Source: an optimization exercise on an open RTL-to-GDS flow (aim: small area and a short achievable clock period). Production flows keep margins and buffers that such runs may drop. In this exercise RTL edits were held to simulation tests only and were not proved equivalent to the original.

$ cat design/flow/config.mk
export PLATFORM = sky130hd
export DESIGN_NAME = hdmi_mixer
export DESIGN_NICKNAME = hdmi_mixer
export VERILOG_FILES = /design/flow/design.v
export SDC_FILE = /design/flow/constraint.sdc
export NUM_CORES = 4
export LEC_CHECK = 0
export CAP_MARGIN = 20
export CORE_MARGIN = 2
export CORE_UTILIZATION = 55
export CTS_BUF_LIST = sky130_fd_sc_hd__clkbuf_16
export CTS_CLUSTER_DIAMETER = 100
export CTS_CLUSTER_SIZE = 30
export PLACE_DENSITY = 0.7
export SLEW_MARGIN = 20
export SYNTH_HIERARCHICAL = 1
export SYNTH_MINIMUM_KEEP_SIZE = 0
$ cat design/flow/constraint.sdc
create_clock -name core_clock -period 11.0 [get_ports {clk}]
set_input_delay 2.2000 -clock core_clock [delete_from_list [all_inputs] [get_ports {clk}]]
set_output_delay 2.2000 -clock core_clock [all_outputs]
set_load 0.01 [all_outputs]
$ cat design/flow/design.v
module fa (
    input  wire a,
    input  wire b,
    input  wire c,
    output wire s,
    output wire co
);
    assign s  = a ^ b ^ c;
    assign co = (a & b) | (c & (a ^ b));
endmodule
module ha (
    input  wire a,
    input  wire b,
    output wire s,
    output wire co
);
    assign s  = a ^ b;
    assign co = a & b;
endmodule
module mix_sum (
    input  wire [16:0] p0,
    input  wire [16:0] p1,
    output wire [7:0]  v
);
    wire [16:0] t0, t1;
    f16_trunc u_t0 (.p(p0), .t(t0));
    f16_trunc u_t1 (.p(p1), .t(t1));
    wire [17:0] s = t0 + t1;
    assign v = (|s[17:16]) ? 8'd255 : s[15:8];
endmodule
module f16_trunc (
    input  wire [16:0] p,
    output wire [16:0] t
);
    wire [5:0] keep;
    genvar i;
    generate
        for (i = 0; i < 6; i = i + 1) begin : g_keep
            assign keep[i] = ~|p[16:11+i];
        end
    endgenerate
    wire tiny = ~|p[16:2];
    assign t = {p[16:6], p[5:2] & keep[5:2], p[1:0] & keep[1:0] & {2{~tiny}}};
endmodule
module umul8x9 (
    input  wire [11:0] d,
    input  wire [8:0]  g,
    input  wire [10:0] g3,
    output wire [16:0] p
);
    wire d01 = d[0];
    wire d02 = d[1];
    wire d03 = d[2];
    wire [10:0] nv0;
    assign nv0[0] = ((d01 | d03) & g[0]);
    ppsel u_s0_1 (.d1(d01), .d2(d02), .d3(d03), .x1(g[1]), .x2(g[0]), .x3(g3[1]), .n(nv0[1]));
    ppsel u_s0_2 (.d1(d01), .d2(d02), .d3(d03), .x1(g[2]), .x2(g[1]), .x3(g3[2]), .n(nv0[2]));
    ppsel u_s0_3 (.d1(d01), .d2(d02), .d3(d03), .x1(g[3]), .x2(g[2]), .x3(g3[3]), .n(nv0[3]));
    ppsel u_s0_4 (.d1(d01), .d2(d02), .d3(d03), .x1(g[4]), .x2(g[3]), .x3(g3[4]), .n(nv0[4]));
    ppsel u_s0_5 (.d1(d01), .d2(d02), .d3(d03), .x1(g[5]), .x2(g[4]), .x3(g3[5]), .n(nv0[5]));
    ppsel u_s0_6 (.d1(d01), .d2(d02), .d3(d03), .x1(g[6]), .x2(g[5]), .x3(g3[6]), .n(nv0[6]));
    ppsel u_s0_7 (.d1(d01), .d2(d02), .d3(d03), .x1(g[7]), .x2(g[6]), .x3(g3[7]), .n(nv0[7]));
    ppsel u_s0_8 (.d1(d01), .d2(d02), .d3(d03), .x1(g[8]), .x2(g[7]), .x3(g3[8]), .n(nv0[8]));
    ppsel u_s0_9 (.d1(d01), .d2(d02), .d3(d03), .x1(1'b0), .x2(g[8]), .x3(g3[9]), .n(nv0[9]));
    assign nv0[10] = (d03 & g3[10]);
    wire d11 = d[3];
    wire d12 = d[4];
    wire d13 = d[5];
    wire [10:0] nv1;
    assign nv1[0] = ((d11 | d13) & g[0]);
    ppsel u_s1_1 (.d1(d11), .d2(d12), .d3(d13), .x1(g[1]), .x2(g[0]), .x3(g3[1]), .n(nv1[1]));
    ppsel u_s1_2 (.d1(d11), .d2(d12), .d3(d13), .x1(g[2]), .x2(g[1]), .x3(g3[2]), .n(nv1[2]));
    ppsel u_s1_3 (.d1(d11), .d2(d12), .d3(d13), .x1(g[3]), .x2(g[2]), .x3(g3[3]), .n(nv1[3]));
    ppsel u_s1_4 (.d1(d11), .d2(d12), .d3(d13), .x1(g[4]), .x2(g[3]), .x3(g3[4]), .n(nv1[4]));
    ppsel u_s1_5 (.d1(d11), .d2(d12), .d3(d13), .x1(g[5]), .x2(g[4]), .x3(g3[5]), .n(nv1[5]));
    ppsel u_s1_6 (.d1(d11), .d2(d12), .d3(d13), .x1(g[6]), .x2(g[5]), .x3(g3[6]), .n(nv1[6]));
    ppsel u_s1_7 (.d1(d11), .d2(d12), .d3(d13), .x1(g[7]), .x2(g[6]), .x3(g3[7]), .n(nv1[7]));
    ppsel u_s1_8 (.d1(d11), .d2(d12), .d3(d13), .x1(g[8]), .x2(g[7]), .x3(g3[8]), .n(nv1[8]));
    ppsel u_s1_9 (.d1(d11), .d2(d12), .d3(d13), .x1(1'b0), .x2(g[8]), .x3(g3[9]), .n(nv1[9]));
    assign nv1[10] = (d13 & g3[10]);
    wire d21 = d[6];
    wire d22 = d[7];
    wire d23 = d[8];
    wire [10:0] nv2;
    assign nv2[0] = ((d21 | d23) & g[0]);
    ppsel u_s2_1 (.d1(d21), .d2(d22), .d3(d23), .x1(g[1]), .x2(g[0]), .x3(g3[1]), .n(nv2[1]));
    ppsel u_s2_2 (.d1(d21), .d2(d22), .d3(d23), .x1(g[2]), .x2(g[1]), .x3(g3[2]), .n(nv2[2]));
    ppsel u_s2_3 (.d1(d21), .d2(d22), .d3(d23), .x1(g[3]), .x2(g[2]), .x3(g3[3]), .n(nv2[3]));
    ppsel u_s2_4 (.d1(d21), .d2(d22), .d3(d23), .x1(g[4]), .x2(g[3]), .x3(g3[4]), .n(nv2[4]));
    ppsel u_s2_5 (.d1(d21), .d2(d22), .d3(d23), .x1(g[5]), .x2(g[4]), .x3(g3[5]), .n(nv2[5]));
    ppsel u_s2_6 (.d1(d21), .d2(d22), .d3(d23), .x1(g[6]), .x2(g[5]), .x3(g3[6]), .n(nv2[6]));
    ppsel u_s2_7 (.d1(d21), .d2(d22), .d3(d23), .x1(g[7]), .x2(g[6]), .x3(g3[7]), .n(nv2[7]));
    ppsel u_s2_8 (.d1(d21), .d2(d22), .d3(d23), .x1(g[8]), .x2(g[7]), .x3(g3[8]), .n(nv2[8]));
    ppsel u_s2_9 (.d1(d21), .d2(d22), .d3(d23), .x1(1'b0), .x2(g[8]), .x3(g3[9]), .n(nv2[9]));
    assign nv2[10] = (d23 & g3[10]);
    wire d31 = d[9];
    wire d32 = d[10];
    wire d33 = d[11];
    wire [10:0] nv3;
    assign nv3[0] = ((d31 | d33) & g[0]);
    ppsel u_s3_1 (.d1(d31), .d2(d32), .d3(d33), .x1(g[1]), .x2(g[0]), .x3(g3[1]), .n(nv3[1]));
    ppsel u_s3_2 (.d1(d31), .d2(d32), .d3(d33), .x1(g[2]), .x2(g[1]), .x3(g3[2]), .n(nv3[2]));
    ppsel u_s3_3 (.d1(d31), .d2(d32), .d3(d33), .x1(g[3]), .x2(g[2]), .x3(g3[3]), .n(nv3[3]));
    ppsel u_s3_4 (.d1(d31), .d2(d32), .d3(d33), .x1(g[4]), .x2(g[3]), .x3(g3[4]), .n(nv3[4]));
    ppsel u_s3_5 (.d1(d31), .d2(d32), .d3(d33), .x1(g[5]), .x2(g[4]), .x3(g3[5]), .n(nv3[5]));
    ppsel u_s3_6 (.d1(d31), .d2(d32), .d3(d33), .x1(g[6]), .x2(g[5]), .x3(g3[6]), .n(nv3[6]));
    ppsel u_s3_7 (.d1(d31), .d2(d32), .d3(d33), .x1(g[7]), .x2(g[6]), .x3(g3[7]), .n(nv3[7]));
    ppsel u_s3_8 (.d1(d31), .d2(d32), .d3(d33), .x1(g[8]), .x2(g[7]), .x3(g3[8]), .n(nv3[8]));
    ppsel u_s3_9 (.d1(d31), .d2(d32), .d3(d33), .x1(1'b0), .x2(g[8]), .x3(g3[9]), .n(nv3[9]));
    assign nv3[10] = (d33 & g3[10]);
    wire m_1, m_2;
    ha m_u2 (.a(nv0[6]), .b(nv1[4]), .s(m_1), .co(m_2));
    wire m_3, m_4;
    fa m_u4 (.a(nv0[7]), .b(nv1[5]), .c(nv2[3]), .s(m_3), .co(m_4));
    wire m_5, m_6;
    fa m_u6 (.a(nv0[8]), .b(nv1[6]), .c(nv2[4]), .s(m_5), .co(m_6));
    wire m_7, m_8;
    fa m_u8 (.a(nv0[9]), .b(nv1[7]), .c(nv2[5]), .s(m_7), .co(m_8));
    wire m_9, m_10;
    fa m_u10 (.a(nv0[10]), .b(nv1[8]), .c(nv2[6]), .s(m_9), .co(m_10));
    wire m_11, m_12;
    ha m_u12 (.a(nv1[9]), .b(nv2[7]), .s(m_11), .co(m_12));
    wire m_13, m_14;
    ha m_u14 (.a(nv1[10]), .b(nv2[8]), .s(m_13), .co(m_14));
    wire m_15, m_16;
    ha m_u16 (.a(nv0[4]), .b(nv1[2]), .s(m_15), .co(m_16));
    wire m_17, m_18;
    fa m_u18 (.a(nv0[5]), .b(nv1[3]), .c(nv2[1]), .s(m_17), .co(m_18));
    wire m_19, m_20;
    fa m_u20 (.a(nv2[2]), .b(nv3[0]), .c(m_1), .s(m_19), .co(m_20));
    wire m_21, m_22;
    fa m_u22 (.a(nv3[1]), .b(m_2), .c(m_3), .s(m_21), .co(m_22));
    wire m_23, m_24;
    fa m_u24 (.a(nv3[2]), .b(m_4), .c(m_5), .s(m_23), .co(m_24));
    wire m_25, m_26;
    fa m_u26 (.a(nv3[3]), .b(m_6), .c(m_7), .s(m_25), .co(m_26));
    wire m_27, m_28;
    fa m_u28 (.a(nv3[4]), .b(m_8), .c(m_9), .s(m_27), .co(m_28));
    wire m_29, m_30;
    fa m_u30 (.a(nv3[5]), .b(m_10), .c(m_11), .s(m_29), .co(m_30));
    wire m_31, m_32;
    fa m_u32 (.a(nv3[6]), .b(m_12), .c(m_13), .s(m_31), .co(m_32));
    wire m_33, m_34;
    fa m_u34 (.a(nv2[9]), .b(nv3[7]), .c(m_14), .s(m_33), .co(m_34));
    wire m_35, m_36;
    ha m_u36 (.a(nv2[10]), .b(nv3[8]), .s(m_35), .co(m_36));
    wire [16:0] m_a = {nv3[10], nv3[9], m_34, m_32, m_30, m_28, m_26, m_24, m_22, m_20, m_18, m_16, nv2[0], nv0[3], nv0[2], nv0[1], nv0[0]};
    wire [16:0] m_b = {1'b0, m_36, m_35, m_33, m_31, m_29, m_27, m_25, m_23, m_21, m_19, m_17, m_15, nv1[1], nv1[0], 1'b0, 1'b0};
    assign p = m_a + m_b;
endmodule
module ppsel (
    input  wire d1,
    input  wire d2,
    input  wire d3,
    input  wire x1,
    input  wire x2,
    input  wire x3,
    output wire n
);
    assign n = ((d1 & x1) | (d2 & x2) | (d3 & x3));
endmodule
module csc_pre (
    input  wire [7:0]  y,
    input  wire [7:0]  cb,
    input  wire [7:0]  cr,
    output wire [16:0] y298,
    output wire [16:0] rc,
    output wire [16:0] gc
);
    wire p_1, p_2;
    ha p_u2 (.a(y[7]), .b(y[5]), .s(p_1), .co(p_2));
    wire p_3, p_4;
    ha p_u4 (.a(y[6]), .b(y[4]), .s(p_3), .co(p_4));
    wire p_5, p_6;
    ha p_u6 (.a(y[7]), .b(y[5]), .s(p_5), .co(p_6));
    wire p_7, p_8;
    ha p_u8 (.a(y[4]), .b(y[2]), .s(p_7), .co(p_8));
    wire p_9, p_10;
    fa p_u10 (.a(y[5]), .b(y[3]), .c(y[1]), .s(p_9), .co(p_10));
    wire p_11, p_12;
    fa p_u12 (.a(y[6]), .b(y[4]), .c(y[2]), .s(p_11), .co(p_12));
    wire p_13, p_14;
    fa p_u14 (.a(y[3]), .b(y[0]), .c(p_1), .s(p_13), .co(p_14));
    wire p_15, p_16;
    fa p_u16 (.a(y[1]), .b(p_2), .c(p_3), .s(p_15), .co(p_16));
    wire p_17, p_18;
    fa p_u18 (.a(y[2]), .b(p_4), .c(p_5), .s(p_17), .co(p_18));
    wire p_19, p_20;
    fa p_u20 (.a(y[6]), .b(y[3]), .c(p_6), .s(p_19), .co(p_20));
    wire p_21, p_22;
    ha p_u22 (.a(y[7]), .b(y[4]), .s(p_21), .co(p_22));
    wire [16:0] p_a = {1'b0, y[7], y[6], y[5], p_20, p_18, p_16, p_14, p_12, p_10, p_8, y[0], y[3], y[2], y[1], y[0], 1'b0};
    wire [16:0] p_b = {1'b0, 1'b0, 1'b0, p_22, p_21, p_19, p_17, p_15, p_13, p_11, p_9, p_7, y[1], y[0], 1'b0, 1'b0, 1'b0};
    assign y298 = p_a + p_b;
    wire rc_1, rc_2;
    ha rc_u2 (.a(cr[7]), .b(cr[4]), .s(rc_1), .co(rc_2));
    wire rc_3, rc_4;
    fa rc_u4 (.a(cr[5]), .b(cr[4]), .c(cr[1]), .s(rc_3), .co(rc_4));
    wire rc_5, rc_6;
    fa rc_u6 (.a(cr[6]), .b(cr[5]), .c(cr[2]), .s(rc_5), .co(rc_6));
    wire rc_7, rc_8;
    fa rc_u8 (.a(cr[7]), .b(cr[6]), .c(cr[3]), .s(rc_7), .co(rc_8));
    wire rc_9, rc_10;
    ha rc_u10 (.a(cr[7]), .b(cr[4]), .s(rc_9), .co(rc_10));
    wire rc_11, rc_12;
    ha rc_u12 (.a(cr[4]), .b(cr[1]), .s(rc_11), .co(rc_12));
    wire rc_13, rc_14;
    fa rc_u14 (.a(cr[5]), .b(cr[2]), .c(cr[1]), .s(rc_13), .co(rc_14));
    wire rc_15, rc_16;
    fa rc_u16 (.a(cr[6]), .b(cr[3]), .c(cr[2]), .s(rc_15), .co(rc_16));
    wire rc_17, rc_18;
    fa rc_u18 (.a(cr[3]), .b(cr[0]), .c(rc_1), .s(rc_17), .co(rc_18));
    wire rc_19, rc_20;
    fa rc_u20 (.a(cr[0]), .b(rc_2), .c(rc_3), .s(rc_19), .co(rc_20));
    wire rc_21, rc_22;
    fa rc_u22 (.a(cr[1]), .b(rc_4), .c(rc_5), .s(rc_21), .co(rc_22));
    wire rc_23, rc_24;
    fa rc_u24 (.a(cr[2]), .b(rc_6), .c(rc_7), .s(rc_23), .co(rc_24));
    wire rc_25, rc_26;
    fa rc_u26 (.a(cr[3]), .b(rc_8), .c(rc_9), .s(rc_25), .co(rc_26));
    wire rc_27, rc_28;
    fa rc_u28 (.a(cr[5]), .b(cr[4]), .c(rc_10), .s(rc_27), .co(rc_28));
    wire rc_29, rc_30;
    ha rc_u30 (.a(cr[6]), .b(cr[5]), .s(rc_29), .co(rc_30));
    wire rc_31, rc_32;
    ha rc_u32 (.a(cr[7]), .b(cr[6]), .s(rc_31), .co(rc_32));
    wire [16:0] rc_a = {1'b0, cr[7], rc_30, rc_28, rc_26, rc_24, rc_22, rc_20, rc_18, rc_16, rc_14, rc_12, cr[0], cr[3], cr[2], cr[1], cr[0]};
    wire [16:0] rc_b = {1'b0, rc_32, rc_31, rc_29, rc_27, rc_25, rc_23, rc_21, rc_19, rc_17, rc_15, rc_13, rc_11, cr[0], 1'b0, 1'b0, 1'b0};
    assign rc = rc_a + rc_b;
    wire gc_1, gc_2;
    ha gc_u2 (.a(cb[4]), .b(cb[1]), .s(gc_1), .co(gc_2));
    wire gc_3, gc_4;
    fa gc_u4 (.a(cb[5]), .b(cb[2]), .c(cb[1]), .s(gc_3), .co(gc_4));
    wire gc_5, gc_6;
    ha gc_u6 (.a(cr[3]), .b(cr[1]), .s(gc_5), .co(gc_6));
    wire gc_7, gc_8;
    fa gc_u8 (.a(cb[6]), .b(cb[3]), .c(cb[2]), .s(gc_7), .co(gc_8));
    wire gc_9, gc_10;
    fa gc_u10 (.a(cr[4]), .b(cr[2]), .c(cr[1]), .s(gc_9), .co(gc_10));
    wire gc_11, gc_12;
    fa gc_u12 (.a(cb[7]), .b(cb[4]), .c(cb[3]), .s(gc_11), .co(gc_12));
    wire gc_13, gc_14;
    fa gc_u14 (.a(cr[5]), .b(cr[3]), .c(cr[2]), .s(gc_13), .co(gc_14));
    wire gc_15, gc_16;
    fa gc_u16 (.a(cb[5]), .b(cb[4]), .c(cr[6]), .s(gc_15), .co(gc_16));
    wire gc_17, gc_18;
    ha gc_u18 (.a(cr[4]), .b(cr[3]), .s(gc_17), .co(gc_18));
    wire gc_19, gc_20;
    fa gc_u20 (.a(cb[6]), .b(cb[5]), .c(cr[7]), .s(gc_19), .co(gc_20));
    wire gc_21, gc_22;
    ha gc_u22 (.a(cr[5]), .b(cr[4]), .s(gc_21), .co(gc_22));
    wire gc_23, gc_24;
    fa gc_u24 (.a(cb[7]), .b(cb[6]), .c(cr[6]), .s(gc_23), .co(gc_24));
    wire gc_25, gc_26;
    ha gc_u26 (.a(cb[0]), .b(cr[2]), .s(gc_25), .co(gc_26));
    wire gc_27, gc_28;
    fa gc_u28 (.a(cr[0]), .b(gc_2), .c(gc_3), .s(gc_27), .co(gc_28));
    wire gc_29, gc_30;
    fa gc_u30 (.a(gc_4), .b(gc_6), .c(gc_7), .s(gc_29), .co(gc_30));
    wire gc_31, gc_32;
    fa gc_u32 (.a(gc_8), .b(gc_10), .c(gc_11), .s(gc_31), .co(gc_32));
    wire gc_33, gc_34;
    fa gc_u34 (.a(gc_12), .b(gc_14), .c(gc_15), .s(gc_33), .co(gc_34));
    wire gc_35, gc_36;
    fa gc_u36 (.a(gc_16), .b(gc_18), .c(gc_19), .s(gc_35), .co(gc_36));
    wire gc_37, gc_38;
    fa gc_u38 (.a(cr[5]), .b(gc_20), .c(gc_22), .s(gc_37), .co(gc_38));
    wire gc_39, gc_40;
    fa gc_u40 (.a(cb[7]), .b(cr[7]), .c(cr[6]), .s(gc_39), .co(gc_40));
    wire gc_41, gc_42;
    ha gc_u42 (.a(cb[3]), .b(cb[0]), .s(gc_41), .co(gc_42));
    wire gc_43, gc_44;
    fa gc_u44 (.a(cr[0]), .b(gc_1), .c(gc_25), .s(gc_43), .co(gc_44));
    wire gc_45, gc_46;
    fa gc_u46 (.a(gc_5), .b(gc_26), .c(gc_27), .s(gc_45), .co(gc_46));
    wire gc_47, gc_48;
    fa gc_u48 (.a(gc_9), .b(gc_28), .c(gc_29), .s(gc_47), .co(gc_48));
    wire gc_49, gc_50;
    fa gc_u50 (.a(gc_13), .b(gc_30), .c(gc_31), .s(gc_49), .co(gc_50));
    wire gc_51, gc_52;
    fa gc_u52 (.a(gc_17), .b(gc_32), .c(gc_33), .s(gc_51), .co(gc_52));
    wire gc_53, gc_54;
    fa gc_u54 (.a(gc_21), .b(gc_34), .c(gc_35), .s(gc_53), .co(gc_54));
    wire gc_55, gc_56;
    fa gc_u56 (.a(gc_23), .b(gc_36), .c(gc_37), .s(gc_55), .co(gc_56));
    wire gc_57, gc_58;
    fa gc_u58 (.a(gc_24), .b(gc_38), .c(gc_39), .s(gc_57), .co(gc_58));
    wire gc_59, gc_60;
    ha gc_u60 (.a(cr[7]), .b(gc_40), .s(gc_59), .co(gc_60));
    wire [16:0] gc_a = {1'b0, gc_60, gc_58, gc_56, gc_54, gc_52, gc_50, gc_48, gc_46, gc_44, gc_42, cr[1], cb[2], cb[1], cb[0], 1'b0, 1'b0};
    wire [16:0] gc_b = {1'b0, 1'b0, gc_59, gc_57, gc_55, gc_53, gc_51, gc_49, gc_47, gc_45, gc_43, gc_41, cr[0], 1'b0, 1'b0, 1'b0, 1'b0};
    assign gc = gc_a + gc_b;
endmodule
module ycbcr2rgb (
    input  wire [16:0] y298,
    input  wire [7:0]  cb,
    input  wire [16:0] rc,
    input  wire [16:0] gc,
    output wire [7:0]  r,
    output wire [7:0]  g,
    output wire [7:0]  b
);
    wire [18:0] r_acc;
    wire r_1, r_2;
    ha r_u2 (.a(y298[5]), .b(rc[5]), .s(r_1), .co(r_2));
    wire r_3, r_4;
    assign r_3 = ~(y298[6] ^ rc[6]);
    assign r_4 = y298[6] | rc[6];
    wire r_5, r_6;
    ha r_u6 (.a(y298[7]), .b(rc[7]), .s(r_5), .co(r_6));
    wire r_7, r_8;
    assign r_7 = ~(y298[8] ^ rc[8]);
    assign r_8 = y298[8] | rc[8];
    wire r_9, r_10;
    ha r_u10 (.a(y298[9]), .b(rc[9]), .s(r_9), .co(r_10));
    wire r_11, r_12;
    ha r_u12 (.a(y298[10]), .b(rc[10]), .s(r_11), .co(r_12));
    wire r_13, r_14;
    ha r_u14 (.a(y298[11]), .b(rc[11]), .s(r_13), .co(r_14));
    wire r_15, r_16;
    ha r_u16 (.a(y298[12]), .b(rc[12]), .s(r_15), .co(r_16));
    wire r_17, r_18;
    assign r_17 = ~(y298[13] ^ rc[13]);
    assign r_18 = y298[13] | rc[13];
    wire r_19, r_20;
    ha r_u20 (.a(y298[14]), .b(rc[14]), .s(r_19), .co(r_20));
    wire r_21, r_22;
    ha r_u22 (.a(y298[15]), .b(rc[15]), .s(r_21), .co(r_22));
    wire r_23, r_24;
    assign r_23 = ~(y298[16] ^ rc[16]);
    assign r_24 = y298[16] | rc[16];
    wire [18:0] r_a = {1'b1, 1'b1, r_22, r_20, r_18, r_16, r_14, r_12, r_10, r_8, r_6, r_4, r_2, 1'b1, y298[4], y298[3], y298[2], y298[1], y298[0]};
    wire [18:0] r_b = {1'b0, r_24, r_23, r_21, r_19, r_17, r_15, r_13, r_11, r_9, r_7, r_5, r_3, r_1, rc[4], rc[3], rc[2], rc[1], rc[0]};
    assign r_acc = r_a + r_b;
    assign r = r_acc[18] ? 8'd0 : (|r_acc[17:16]) ? 8'd255 : r_acc[15:8];
    wire [18:0] g_acc;
    wire g_1, g_2;
    ha g_u2 (.a(y298[0]), .b(~gc[0]), .s(g_1), .co(g_2));
    wire g_3, g_4;
    ha g_u4 (.a(y298[1]), .b(~gc[1]), .s(g_3), .co(g_4));
    wire g_5, g_6;
    ha g_u6 (.a(y298[2]), .b(~gc[2]), .s(g_5), .co(g_6));
    wire g_7, g_8;
    ha g_u8 (.a(y298[3]), .b(~gc[3]), .s(g_7), .co(g_8));
    wire g_9, g_10;
    ha g_u10 (.a(y298[4]), .b(~gc[4]), .s(g_9), .co(g_10));
    wire g_11, g_12;
    assign g_11 = ~(y298[5] ^ ~gc[5]);
    assign g_12 = y298[5] | ~gc[5];
    wire g_13, g_14;
    assign g_13 = ~(y298[6] ^ ~gc[6]);
    assign g_14 = y298[6] | ~gc[6];
    wire g_15, g_16;
    assign g_15 = ~(y298[7] ^ ~gc[7]);
    assign g_16 = y298[7] | ~gc[7];
    wire g_17, g_18;
    assign g_17 = ~(y298[8] ^ ~gc[8]);
    assign g_18 = y298[8] | ~gc[8];
    wire g_19, g_20;
    assign g_19 = ~(y298[9] ^ ~gc[9]);
    assign g_20 = y298[9] | ~gc[9];
    wire g_21, g_22;
    assign g_21 = ~(y298[10] ^ ~gc[10]);
    assign g_22 = y298[10] | ~gc[10];
    wire g_23, g_24;
    ha g_u24 (.a(y298[11]), .b(~gc[11]), .s(g_23), .co(g_24));
    wire g_25, g_26;
    ha g_u26 (.a(y298[12]), .b(~gc[12]), .s(g_25), .co(g_26));
    wire g_27, g_28;
    ha g_u28 (.a(y298[13]), .b(~gc[13]), .s(g_27), .co(g_28));
    wire g_29, g_30;
    ha g_u30 (.a(y298[14]), .b(~gc[14]), .s(g_29), .co(g_30));
    wire g_31, g_32;
    assign g_31 = ~(y298[15] ^ ~gc[15]);
    assign g_32 = y298[15] | ~gc[15];
    wire g_33, g_34;
    ha g_u34 (.a(y298[16]), .b(~gc[16]), .s(g_33), .co(g_34));
    wire [18:0] g_a = {1'b1, 1'b1, g_32, g_30, g_28, g_26, g_24, g_22, g_20, g_18, g_16, g_14, g_12, g_10, g_8, g_6, g_4, g_2, 1'b1};
    wire [18:0] g_b = {1'b0, g_34, g_33, g_31, g_29, g_27, g_25, g_23, g_21, g_19, g_17, g_15, g_13, g_11, g_9, g_7, g_5, g_3, g_1};
    assign g_acc = g_a + g_b;
    assign g = g_acc[18] ? 8'd0 : (|g_acc[17:16]) ? 8'd255 : g_acc[15:8];
    wire [18:0] b_acc;
    wire b_1, b_2;
    ha b_u2 (.a(y298[9]), .b(cb[0]), .s(b_1), .co(b_2));
    wire b_3, b_4;
    ha b_u4 (.a(y298[5]), .b(cb[3]), .s(b_3), .co(b_4));
    wire b_5, b_6;
    assign b_5 = ~(y298[6] ^ cb[4]);
    assign b_6 = y298[6] | cb[4];
    wire b_7, b_8;
    assign b_7 = ~(y298[7] ^ cb[5]);
    assign b_8 = y298[7] | cb[5];
    wire b_9, b_10;
    assign b_9 = ~(y298[8] ^ cb[6]);
    assign b_10 = y298[8] | cb[6];
    wire b_11, b_12;
    assign b_11 = ~(cb[7] ^ b_1);
    assign b_12 = cb[7] | b_1;
    wire b_13, b_14;
    fa b_u14 (.a(y298[10]), .b(cb[1]), .c(b_2), .s(b_13), .co(b_14));
    wire b_15, b_16;
    assign b_15 = ~(y298[11] ^ cb[2]);
    assign b_16 = y298[11] | cb[2];
    wire b_17, b_18;
    ha b_u18 (.a(y298[12]), .b(cb[3]), .s(b_17), .co(b_18));
    wire b_19, b_20;
    assign b_19 = ~(y298[13] ^ cb[4]);
    assign b_20 = y298[13] | cb[4];
    wire b_21, b_22;
    assign b_21 = ~(y298[14] ^ cb[5]);
    assign b_22 = y298[14] | cb[5];
    wire b_23, b_24;
    assign b_23 = ~(y298[15] ^ cb[6]);
    assign b_24 = y298[15] | cb[6];
    wire b_25, b_26;
    ha b_u26 (.a(y298[16]), .b(cb[7]), .s(b_25), .co(b_26));
    wire [18:0] b_a = {1'b1, 1'b1, b_24, b_22, b_20, b_18, b_16, b_14, b_12, b_10, b_8, b_6, b_4, 1'b1, y298[4], y298[3], y298[2], y298[1], y298[0]};
    wire [18:0] b_b = {1'b0, b_26, b_25, b_23, b_21, b_19, b_17, b_15, b_13, b_11, b_9, b_7, b_5, b_3, cb[2], cb[1], cb[0], 1'b0, 1'b0};
    assign b_acc = b_a + b_b;
    assign b = b_acc[18] ? 8'd0 : (|b_acc[17:16]) ? 8'd255 : b_acc[15:8];
endmodule
module hdmi_mixer (
    input  wire        clk,
    input  wire        rst,
    input  wire [66:0] in_word,
    output wire        in_pop,
    input  wire        sel0,
    input  wire        sel1,
    input  wire [8:0]  gain0,
    input  wire [8:0]  gain1,
    output wire        out_hs,
    output wire        out_vs,
    output wire        out_de,
    output wire [7:0]  out_r,
    output wire [7:0]  out_g,
    output wire [7:0]  out_b
);
    integer k;
    reg        uc, pop_q;
    reg [15:0] u_pix0, u_pix1;            
    reg        u_hs, u_vs, u_de;
    assign in_pop = pop_q;
    always @(posedge clk) begin
        u_pix0 <= uc ? in_word[50:35] : in_word[18:3];
        u_pix1 <= uc ? in_word[66:51] : in_word[34:19];
        if (rst) begin
            uc    <= 1'b0;
            pop_q <= 1'b0;
            u_hs  <= 1'b0;
            u_vs  <= 1'b0;
            u_de  <= 1'b0;
        end else begin
            uc    <= ~uc;
            pop_q <= ~pop_q;
            if (!uc) begin
                u_hs <= in_word[0];
                u_vs <= in_word[1];
                u_de <= in_word[2];
            end
        end
    end
    reg [6:1] ta_hs, ta_vs, ta_de;
    always @(posedge clk) begin
        if (rst) begin
            ta_hs <= 6'd0;
            ta_vs <= 6'd0;
            ta_de <= 6'd0;
        end else if (uc) begin
            ta_hs <= {ta_hs[5:1], u_hs};
            ta_vs <= {ta_vs[5:1], u_vs};
            ta_de <= {ta_de[5:1], u_de};
        end
    end
    assign out_hs = ta_hs[6];
    assign out_vs = ta_vs[6];
    assign out_de = ta_de[6];
    wire sop = uc & u_de & ~ta_de[1];
    reg  sel_act0, sel_act1;
    wire s_eff0 = sop ? sel0 : sel_act0;
    wire s_eff1 = sop ? sel1 : sel_act1;
    always @(posedge clk) begin
        sel_act0 <= s_eff0;
        sel_act1 <= s_eff1;
    end
    reg [15:0] ch0 [1:4];
    reg [15:0] ch1 [1:4];
    reg [7:0]  cc0, cc1;                  
    always @(posedge clk) begin
        ch0[1] <= s_eff0 ? u_pix1 : u_pix0;
        ch1[1] <= s_eff1 ? u_pix1 : u_pix0;
        for (k = 2; k <= 4; k = k + 1) begin
            ch0[k] <= ch0[k-1];
            ch1[k] <= ch1[k-1];
        end
        cc0 <= ch0[4][15:8];
        cc1 <= ch1[4][15:8];
    end
    wire par = ~uc;
    reg [7:0] y0, cb0, cr0, y1, cb1, cr1;
    always @(posedge clk) begin
        y0  <= ch0[4][7:0];
        cb0 <= par ? cc0 : ch0[4][15:8];
        cr0 <= par ? ch0[4][15:8] : ch0[3][15:8];
        y1  <= ch1[4][7:0];
        cb1 <= par ? cc1 : ch1[4][15:8];
        cr1 <= par ? ch1[4][15:8] : ch1[3][15:8];
    end
    wire [16:0] y298_0, y298_1;
    wire [16:0] rc_0, gc_0;
    csc_pre u_pre0 (.y(y0), .cb(cb0), .cr(cr0), .y298(y298_0), .rc(rc_0), .gc(gc_0));
    wire [16:0] rc_1, gc_1;
    csc_pre u_pre1 (.y(y1), .cb(cb1), .cr(cr1), .y298(y298_1), .rc(rc_1), .gc(gc_1));
    reg [16:0] a0_y, a1_y;
    reg [7:0]  a0_cb, a1_cb;
    reg [16:0] a0_rc, a0_gc, a1_rc, a1_gc;
    always @(posedge clk) begin
        a0_y <= y298_0; a0_cb <= cb0; a0_rc <= rc_0; a0_gc <= gc_0;
        a1_y <= y298_1; a1_cb <= cb1; a1_rc <= rc_1; a1_gc <= gc_1;
    end
    wire [7:0] c0r, c0g, c0b, c1r, c1g, c1b;
    ycbcr2rgb u_csc0 (.y298(a0_y), .cb(a0_cb), .rc(a0_rc), .gc(a0_gc), .r(c0r), .g(c0g), .b(c0b));
    ycbcr2rgb u_csc1 (.y298(a1_y), .cb(a1_cb), .rc(a1_rc), .gc(a1_gc), .r(c1r), .g(c1g), .b(c1b));
    function [11:0] onehot4;
        input [7:0] v;
        integer i;
        begin
            for (i = 0; i < 4; i = i + 1)
                onehot4[3*i +: 3] = {v[2*i+1] & v[2*i], v[2*i+1] & ~v[2*i], ~v[2*i+1] & v[2*i]};
        end
    endfunction
    reg [11:0] q0r, q0g, q0b, q1r, q1g, q1b;
    always @(posedge clk) begin
        q0r <= onehot4(c0r); q0g <= onehot4(c0g); q0b <= onehot4(c0b);
        q1r <= onehot4(c1r); q1g <= onehot4(c1g); q1b <= onehot4(c1b);
    end
    reg  [8:0]  gain_act0, gain_act1;
    reg  [10:0] g3_act0, g3_act1;
    wire        gl = uc & ta_de[3] & ~ta_de[4];
    always @(posedge clk) begin
        if (rst) begin
            gain_act0 <= 9'd128;
            gain_act1 <= 9'd128;
            g3_act0   <= 11'd384;
            g3_act1   <= 11'd384;
        end else if (gl) begin
            gain_act0 <= gain0;
            gain_act1 <= gain1;
            g3_act0   <= {2'b00, gain0} + {1'b0, gain0, 1'b0};
            g3_act1   <= {2'b00, gain1} + {1'b0, gain1, 1'b0};
        end
    end
    wire [16:0] m0r, m0g, m0b, m1r, m1g, m1b;
    umul8x9 u_m0r (.d(q0r), .g(gain_act0), .g3(g3_act0), .p(m0r));
    umul8x9 u_m0g (.d(q0g), .g(gain_act0), .g3(g3_act0), .p(m0g));
    umul8x9 u_m0b (.d(q0b), .g(gain_act0), .g3(g3_act0), .p(m0b));
    umul8x9 u_m1r (.d(q1r), .g(gain_act1), .g3(g3_act1), .p(m1r));
    umul8x9 u_m1g (.d(q1g), .g(gain_act1), .g3(g3_act1), .p(m1g));
    umul8x9 u_m1b (.d(q1b), .g(gain_act1), .g3(g3_act1), .p(m1b));
    reg [16:0] p0r, p0g, p0b, p1r, p1g, p1b;
    always @(posedge clk) begin
        p0r <= m0r; p0g <= m0g; p0b <= m0b;
        p1r <= m1r; p1g <= m1g; p1b <= m1b;
    end
    wire [7:0] m_r, m_g, m_b;
    mix_sum u_sum_r (.p0(p0r), .p1(p1r), .v(m_r));
    mix_sum u_sum_g (.p0(p0g), .p1(p1g), .v(m_g));
    mix_sum u_sum_b (.p0(p0b), .p1(p1b), .v(m_b));
    reg [23:0] o1, o2, o3;
    always @(posedge clk) begin
        o1 <= {m_r, m_g, m_b};
        o2 <= o1;
        o3 <= o2;
    end
    assign out_r = o3[23:16];
    assign out_g = o3[15:8];
    assign out_b = o3[7:0];
endmodule
$ cat design/flow/flow/run.sh
#!/bin/bash
# The standard layout (standard.sh), with two changes to how it is made:
# - timing repair aims below the clock period: repair_timing treats paths with
#   less than SETUP_SLACK_MARGIN ns of slack at the design's 11 ns clock as
#   failing, so it sizes up and buffers the slowest ones. The clock, the SDC
#   and every constraint are the design's own.
# - every input and output port gets a buf_2 cell as its port buffer
#   (buffer_ports otherwise picks clkdlybuf4s50_1, a delay cell).
# make's whole output goes to standard_make.log; ORFS keeps each step's log
# under orfs/logs/.
set -euo pipefail
bash standard.sh SETUP_SLACK_MARGIN=7.6 'BUFFER_PORTS_ARGS=-buffer_cell sky130_fd_sc_hd__buf_2' finish > standard_make.log 2>&1
$ cat design/flow/standard.sh
#!/bin/bash
# synth_recipe.tcl (not shown) runs the flow's synth.tcl, then flattens the netlist and writes it again
# the make line also repeats each setting of config.mk as NAME=value (left out here)
make -C /OpenROAD-flow-scripts/flow DESIGN_CONFIG=/design/flow/config.mk WORK_HOME=/design/flow/orfs CLKGATE_MAP_FILE= SYNTH_SCRIPT=/design/flow/synth_recipe.tcl "${@:-finish}"
==> run summary <==
[layout make-up]
type | count | area share [%]
Antenna cell | 4 | 0.0231
Sequential cell | 651 | 30.4
Clock inverter | 14 | 0.433
Multi-Input combinational cell | 2878 | 58.7
Timing Repair Buffer | 149 | 2.05
Clock buffer | 28 | 1.62
Inverter | 459 | 3.97
Tap cell | 959 | 2.77
[synth_stat cells, types with 78 or more instances]
library cell	n
nor2b_1	78
mux2_2	78
a21o_1	89
xnor2_1	104
buf_4	108
nand3_1	88
fa_1	174
dfxtp_1	651
a222oi_1	216
o21ai_0	99
nand2_1	218
inv_1	459
a21oi_1	239
nor2_1	180
ha_1	456
[flip-flops by register name, summed over array words and instances (netlist names), 24 cells and up]
| signal | cells |
|---|---|
| ch1 | 64 |
| ch0 | 64 |
| o2 | 24 |
| o1 | 24 |
| o3 | 24 |
[modules after synthesis (local to each module, per instance)]
module | cells | flip-flops and latches
ha | 1 | 0
ppsel | 2 | 0
csc_pre | 260 | 0
hdmi_mixer | 1106 | 651
mix_sum | 120 | 0
f16_trunc | 23 | 0
umul8x9 | 110 | 0
ycbcr2rgb | 318 | 0
fa | 1 | 0
[cell families (layout without fill, tap and decap cells)]
family,count (synthesis),in the layout
AND/OR/NAND/NOR,865,865
adder cells (fa/ha/maj),630,630
AO/OA/AOI/OAI,1060,1060
other,8,34
buffers and inverters,613,650
multiplexers,126,126
flip-flops,651,651
XOR/XNOR,167,167
[repair_timing]
item | CTS | global route
gates resized for setup | 54 | 142
setup buffers | 0 | 26
endpoints found under the setup margin | 53 | 73
cloned | 0 | 0
pin swaps | 1 | 35
[worst reg2reg max path, cell delays in order (launching register included)]
cell	delay (ns)
dfxtp_4	0.39
fa_1	0.46
fa_1	0.57
fa_1	0.44
ha_2	0.23
or4_1	0.53
o22ai_2	0.18
mux2i_1	0.26
o2111ai_2	0.16
[per-stage QoR]
step	util [%]	cells	hold WS, ns
2_1_floorplan	-	4142	0.310
3_3_place_gp	57.0	5070	0.310
3_5_place_dp	57.0	5070	0.312
4_1_cts	58.4	5112	0.322
5_1_grt	59.3	5138	0.330
6_report	59.3	5142	0.324
[per-layer routing]
metal	part of all wire (%)	wire length, um	GRT usage (%)	up-vias
met5	0.050	46	0	-
met4	3.0	2790	6.81	8
met3	7.0	6410	3.60	186
met2	46	42200	38.9	1127
met1	44	40200	31.4	14100
li1	-	-	-	14900
[worst max path at each step]
stage / startpoint / endpoint / cells past startpoint
2_1_floorplan: gain1[0] / g3_act1[9]$_SDFFE_PP0P_ / 8
3_3_place_gp: gain1[0] / g3_act1[9]$_SDFFE_PP0P_ / 9
3_5_place_dp: gain1[0] / g3_act1[9]$_SDFFE_PP0P_ / 9
4_1_cts: g3_act0[8]$_SDFFE_PP1P_ / p0g[14]$_DFF_P_ / 10
5_1_grt: a1_y[9]$_DFF_P_ / q1b[5]$_DFF_P_ / 11
6_report: ta_de[6]$_SDFFE_PP0P_ / out_de / 1
==> qor.csv <==
stage,metric,value,unit
floorplan,die_w,276,um
floorplan,dieArea,76200,sq um
timing,rsz0062_at_grt,yes,
setup_path,cp_top_family,flip-flops,
setup_path,timing.rr.end,a0_gc[13]$_DFF_P_,
floorplan,ioPinCount,117,
logic_synthesis,synth.distinct_cells,97,
final_layout,multi_input_area,25500,sq um
final_layout,layout_commonest_cell,dfxtp_1,
setup_path,crit_path_top_delay_cell,dfxtp_2,
setup_path,reg2reg_depth,8,
global_routing,grt_pass1_wl,147000,um
logic_synthesis,syn_area,40700,sq um
timing,setup_viol_count_final,0,
logic_synthesis,synth-simple-area-share,11.0,%
logic_synthesis,synth_top_area_share,32.0,%
global_routing,gr-total-overflow,0,
setup_path,timing.rr.start,cb0[5]$_DFF_P_,
routing,drc_errors,0,
setup_path,criticalPathCategory,flip-flop to output pin,
logic_synthesis,synth_area_leader_cell,dfxtp_1,
routing,vias,30300,
run,maxCapViolations,0,
logic_synthesis,synthMuxAreaShare,3.68,%
timing,worstMarginPinSlew,1.02,ns
timing,finalHoldViolations,0,
routing,final_antenna_net_count,0,
setup_path,worstSetupEndpointType,output pin,
timing,finalCritPeriodShare,30.4,%
cts,cts_hold_buf,0,
global_routing,antenna_found_initial,8,
logic_synthesis,ys.flop_type,dfxtp_1,
logic_synthesis,synth_edf_count,0,
timing,finalSetupTns,0,ns
timing,finalMaxSlewViolations,0,
logic_synthesis,ys_ff_latch,651,
min_path,min_path_type,flip-flop to flip-flop,
cts,clockBufferDepth,3,
cts,cts_sinks,651,
placed_design,placed_area,41600,sq um
routing,avgRoutedWirePerCell,17.8,um
floorplan,dieHeight,276,um
min_path,holdPathStages,0,
placed_design,port_buffers,116,
min_path,hold_start,o1[15]$_DFF_P_,
setup_path,critPathBufInv,1,
final_layout,finalNetCount,4886,
cts,cts_tree,done,
routing,drtPass1Iterations,22,
global_routing,grt_pass1_vias,28800,
final_layout,syn_to_final_growth,6.58,%
cts,htree_levels,1,
cts,cts_made_buffers,28,
setup_path,path_cells,buf_6,
logic_synthesis,synth_area_leaders,"dfxtp_1 (32%), ha_1 (14%), fa_1 (8.6%)",
logic_synthesis,synth-compound-area-share,20.2,%
logic_synthesis,synthAdderAreaFrac,22.6,%
cts,root_buffer,clkbuf_16,
logic_synthesis,synth_top_family_by_area,adder cells,
global_routing,groute.usage.overall,23.4,%
logic_synthesis,postSynthAreaPerCell,9.88,sq um
timing,fin_skew,0.0542,ns
setup_path,cp.arrival,1.15,ns
cts,clkTransAtPathRegs,0.11,ns
setup_path,cp_max_fo,2,
final_layout,design_area,43400,sq um
routing,vias_per_cell,5.89,
logic_synthesis,synth_xor_area_share,3.67,%
timing,setup_slack,7.65,ns
floorplan,rows,99,
setup_path,crit_required,8.80,ns
timing,relSlewSlack,32.0,%
floorplan,initial_core_util,55.7,%
setup_path,r2r_setup_slack,7.65,ns
logic_synthesis,synthArstFlopShare,0,%
final_layout,fillers,6297,
final_layout,final_cell_mix,"dfxtp_1 (570), inv_1 (458), ha_1 (424)",
logic_synthesis,ys_warn_count,9,
min_path,min_to,o2[15]$_DFF_P_,
setup_path,slowest_delay,0.36,ns
timing,fmax,299,MHz
final_layout,drive_above_1_share,14.1,%
logic_synthesis,postSynthCellCount,4120,
placed_design,hpwl,69400,um
setup_path,start_kind,flip-flop,
placed_design,gp_congestion,0.888,
placed_design,place_ws,7.23,ns
routing,routed_wirelength,91600,um
routing,first_iter_violations,3978,
floorplan,design.core.area,73100,sq um
timing,post-route-min-period,3.35,ns
final_layout,seq_area,13200,sq um
run_status,status,finished clean,
cts,clk_latency,0.66,ns
global_routing,grt_max_degree,83,
logic_synthesis,ys_seq_area_share,32.0,%

-- re-timing with driven ports --
In the flow no input, the clock included, has a driving cell. The finished layout below was timed again as built, in two steps. Step 1: set_driving_cell puts a clkbuf_16 on clk and a buf_2 on each other input, an assumption about the parent block. Step 2 adds t to the input delays and takes it off the output delays; t is the mean of the earliest and latest rising clock arrival at the registers after step 1. Input paths then give back, and output paths get back, about the clock's delay inside the block. Three values: ideal ports, drivers, drivers and shift; two values: the first two.
t (ns): 0.695
slack for setup (ns): 7.651 / 7.587 / 7.187
worst setup path at the end: input to register
clock arrival spread, ns: 0.059 / 0.060
worst register clock-pin slew, ns: 0.11 / 0.11
After both steps this run still meets setup and hold. The setup slack of this run moves by -0.064 ns with the drivers and by -0.464 ns with both steps.
